What follows belongs to an exercise in optimizing a design on an open flow for small area; a production flow would make more cautious choices. Function was checked by simulation only, so behaviour that the tests miss may differ from the original. No activity file was given, so power comes from the tool's default toggle rates.

Setup of old:
// fenc
module fenc (
    input  wire        clk,
    input  wire        rst,           
    input  wire        cmd_valid,
    output wire        cmd_ready,
    input  wire [31:0] cmd,
    output wire        rsp_valid,
    output wire        rsp_ok,
    output wire [15:0] rsp_data
);
export LEC_CHECK = 0
export CAP_MARGIN = 10
export CORE_MARGIN = 2
export CORE_UTILIZATION = 65
export GPL_TIMING_DRIVEN = 0
export SLEW_MARGIN = 10
create_clock -name core_clock -period 20.0 [get_ports {clk}]
standard.sh (not shown) runs the stock make flow with config.mk's settings and CLKGATE_MAP_FILE= SYNTH_SCRIPT=/design/flow/synth_recipe.tcl, a recipe that flattens the netlist after the stock synthesis.
==> flow/flow/run.sh <==
#!/bin/bash
# Standard ORFS layout with these changes:
#  - synthesis maps the logic with flow/abc_map.script (area only: deepsyn, then mapping; no ABC
#    buffering or gate sizing) and leaves adders to ABC too (no separate half/full-adder
#    mapping); everything else in synthesis, registers included, is unchanged;
#  - the port buffers are the smallest buffer cell;
#  - CTS uses larger sink clusters and no dummy loads.
set -euo pipefail
here=$(pwd)
rm -rf scripts_map
cp -r "$FLOW_HOME/scripts" scripts_map
cp flow/abc_map.script scripts_map/abc_speed.script
bash standard.sh SCRIPTS_DIR="$here/scripts_map" ADDER_MAP_FILE= synth > synth.log 2>&1
export BUFFER_PORTS_ARGS="-buffer_cell sky130_fd_sc_hd__buf_1"
export CTS_ARGS="-sink_clustering_enable -repair_clock_nets -dont_use_dummy_load -buf_list {sky130_fd_sc_hd__clkbuf_4} -sink_clustering_size 10 -sink_clustering_max_diameter 40"
bash standard.sh > layout.log 2>&1
==> flow/flow/abc_map.script <==
&get -n
&st
&deepsyn -T 60
&dch -f
&nf -R 1000
&put
topo
[inputs] new vs old
Settings: swapping 10 for 20 in SLEW_MARGIN; swapping 10 for 20 in CAP_MARGIN.
--- a/flow/flow/run.sh
+++ b/flow/flow/run.sh
@@ -3,3 +3,2 @@
-#  - synthesis maps the logic with flow/abc_map.script (area only: deepsyn, then mapping; no ABC
-#    buffering or gate sizing) and leaves adders to ABC too (no separate half/full-adder
-#    mapping); everything else in synthesis, registers included, is unchanged;
+#  - synthesis maps the logic with flow/abc_map.script (area only: deepsyn, then mapping; no ABC buffering or
+#    gate sizing); everything else in synthesis, registers included, is unchanged;
@@ -13 +12 @@
-bash standard.sh SCRIPTS_DIR="$here/scripts_map" ADDER_MAP_FILE= synth > synth.log 2>&1
+bash standard.sh SCRIPTS_DIR="$here/scripts_map" synth > synth.log 2>&1
## What came out
- Of new and old, the lower number of global-route vias before repair belongs to old.
- Compared with old, new ends up with a larger final cell area.
- Between old and new, area overhead of the layout relative to synthesis decreased.
- The routed length per placed instance in new was lower than what old gave.
- new does worse than old on internal cell power.
- [new vs old] critical path depth: lower in new

* * *

fenc again, from the RTL that the note above started with.
clock: 20.0 ns
lec_check: 0
cap_margin: 20
core_margin: 2
core_utilization: 65
gpl_timing_driven: 0
slew_margin: 20
==> flow/flow/run.sh <==
#!/bin/bash
# Standard ORFS layout with these changes:
#  - synthesis maps the logic with flow/abc_map.script (area only: deepsyn, then mapping; no ABC
#    buffering or gate sizing) and leaves adders to ABC too (no separate half/full-adder
#    mapping); everything else in synthesis, registers included, is unchanged;
#  - the port buffers are the smallest buffer cell;
#  - CTS uses larger sink clusters and no dummy loads.
set -euo pipefail
here=$(pwd)
rm -rf scripts_map
cp -r "$FLOW_HOME/scripts" scripts_map
cp flow/abc_map.script scripts_map/abc_speed.script
bash standard.sh SCRIPTS_DIR="$here/scripts_map" ADDER_MAP_FILE= synth > synth.log 2>&1
export BUFFER_PORTS_ARGS="-buffer_cell sky130_fd_sc_hd__buf_1"
export CTS_ARGS="-sink_clustering_enable -repair_clock_nets -dont_use_dummy_load -buf_list {sky130_fd_sc_hd__clkbuf_4} -sink_clustering_size 11 -sink_clustering_max_diameter 40"
bash standard.sh > layout.log 2>&1
Scripts as last shown in full above: flow/flow/abc_map.script
Then changed:
==> flow/flow/run.sh (replaced) <==
#!/bin/bash
# Standard ORFS layout with these changes:
#  - synthesis maps the logic with flow/abc_map.script (area only: no ABC buffering or
#    gate sizing); everything else in synthesis, registers included, is unchanged;
#  - the port buffers are the smallest buffer cell;
#  - CTS uses larger sink clusters and no dummy loads.
set -euo pipefail
here=$(pwd)
rm -rf scripts_map
cp -r "$FLOW_HOME/scripts" scripts_map
cp flow/abc_map.script scripts_map/abc_speed.script
bash standard.sh SCRIPTS_DIR="$here/scripts_map" synth > synth.log 2>&1
export BUFFER_PORTS_ARGS="-buffer_cell sky130_fd_sc_hd__buf_1"
export CTS_ARGS="-sink_clustering_enable -repair_clock_nets -dont_use_dummy_load -buf_list {sky130_fd_sc_hd__clkbuf_8} -sink_clustering_size 16 -sink_clustering_max_diameter 50"
bash standard.sh > layout.log 2>&1
==> flow/flow/abc_map.script (replaced) <==
&get -n
&st
&dch
&nf -R 1000
&st
&syn2
&dch -f
&nf -R 1000
&st
&syn2
&dch -f
&nf -R 1000
&put
topo
Hold slack is better by 0.019 ns.
Sequential share of layout area fell by 3.3 points.
Final cell count rose by a few percent.
Synthesized cell count rose by roughly a tenth.
Via count rose by a few percent.
Utilization rose by 0.93 points.
Wire length rose by a few percent.
First-iteration DRC count rose by about a fifth.
Clock-buffer cell count fell by 22.
Die area rose by a few percent.
Then changed:
--- a/flow/flow/run.sh
+++ b/flow/flow/run.sh
@@ -13,3 +13,3 @@
 export BUFFER_PORTS_ARGS="-buffer_cell sky130_fd_sc_hd__buf_1"
-export CTS_ARGS="-sink_clustering_enable -repair_clock_nets -dont_use_dummy_load -buf_list {sky130_fd_sc_hd__clkbuf_8} -sink_clustering_size 16 -sink_clustering_max_diameter 50"
+export CTS_ARGS="-sink_clustering_enable -repair_clock_nets -dont_use_dummy_load -buf_list {sky130_fd_sc_hd__clkbuf_4} -sink_clustering_size 10 -sink_clustering_max_diameter 40"
 bash standard.sh > layout.log 2>&1
The new run ran to the end with no violations.
Setup slack is better by 0.050 ns.
Sequential power is about the same.
Die area does not change.
Routed wire length goes up slightly.
Synthesized area stays the same.
Final area goes down slightly.
Global-route usage goes up by 0.49 points.
Total power goes down slightly.
Then changed:
--- a/flow/flow/run.sh
+++ b/flow/flow/run.sh
@@ -2,4 +2,5 @@
 # Standard ORFS layout with these changes:
-#  - synthesis maps the logic with flow/abc_map.script (area only: no ABC buffering or
-#    gate sizing); everything else in synthesis, registers included, is unchanged;
+#  - synthesis maps the logic with flow/abc_map.script (area only: deepsyn, then mapping; no ABC
+#    buffering or gate sizing) and leaves adders to ABC too (no separate half/full-adder
+#    mapping); everything else in synthesis, registers included, is unchanged;
 #  - the port buffers are the smallest buffer cell;
@@ -11,3 +12,3 @@
 cp flow/abc_map.script scripts_map/abc_speed.script
-bash standard.sh SCRIPTS_DIR="$here/scripts_map" synth > synth.log 2>&1
+bash standard.sh SCRIPTS_DIR="$here/scripts_map" ADDER_MAP_FILE= synth > synth.log 2>&1
 export BUFFER_PORTS_ARGS="-buffer_cell sky130_fd_sc_hd__buf_1"
==> flow/flow/abc_map.script (replaced) <==
&get -n
&st
&deepsyn -T 60
&dch -f
&nf -R 1000
&put
topo
Clock-buffer cell count grows by 1; first-iteration DRC count shrinks by 6.4%; via count shrinks by 6.8%; non-clock buffer count does not change; setup slack got worse by 0.77 ns; cell count shrinks by 7.4%; cell area shrinks by 4.8%; die area shrinks by 5.1%; fmax shrinks by 7.7%.

## static timing again, ports no longer ideal
Ports are ideal in the flow. The routed layouts listed here were re-timed in OpenROAD.
Step 1 (the two cells are an assumption about what drives the block):
set clk [get_ports {clk}]
set_driving_cell -lib_cell sky130_fd_sc_hd__clkbuf_16 $clk
set_driving_cell -lib_cell sky130_fd_sc_hd__buf_2 [delete_from_list [all_inputs] $clk]
Step 2 adds t to the input delays and takes it off the output delays; t is the mean of the earliest and latest rising clock arrival at the registers after step 1. Input paths then give back, and output paths get back, about the clock's delay inside the block.
a / b / c = ideal ports / drivers / drivers and shift; a / b = the first two.
| run | t (ns) | slack for setup (ns) | worst register clock-pin slew, ns |
|---|---|---|---|
| old | 0.734 | 10.051 / 10.023 / 10.023 | 0.11 / 0.11 |
| new | 0.745 | 10.705 / 10.687 / 10.687 | 0.10 / 0.10 |
| the first run of note 2 | 0.724 | 10.996 / 10.966 / 10.966 | 0.12 / 0.12 |
| the second run of note 2 | 0.612 | 10.743 / 10.709 / 10.709 | 0.10 / 0.10 |
| the third run of note 2 | 0.731 | 10.793 / 10.759 / 10.759 | 0.11 / 0.11 |
| the fourth run of note 2 | 0.732 | 10.022 / 9.993 / 9.993 | 0.12 / 0.12 |
After both steps setup and hold are still met in every run listed.
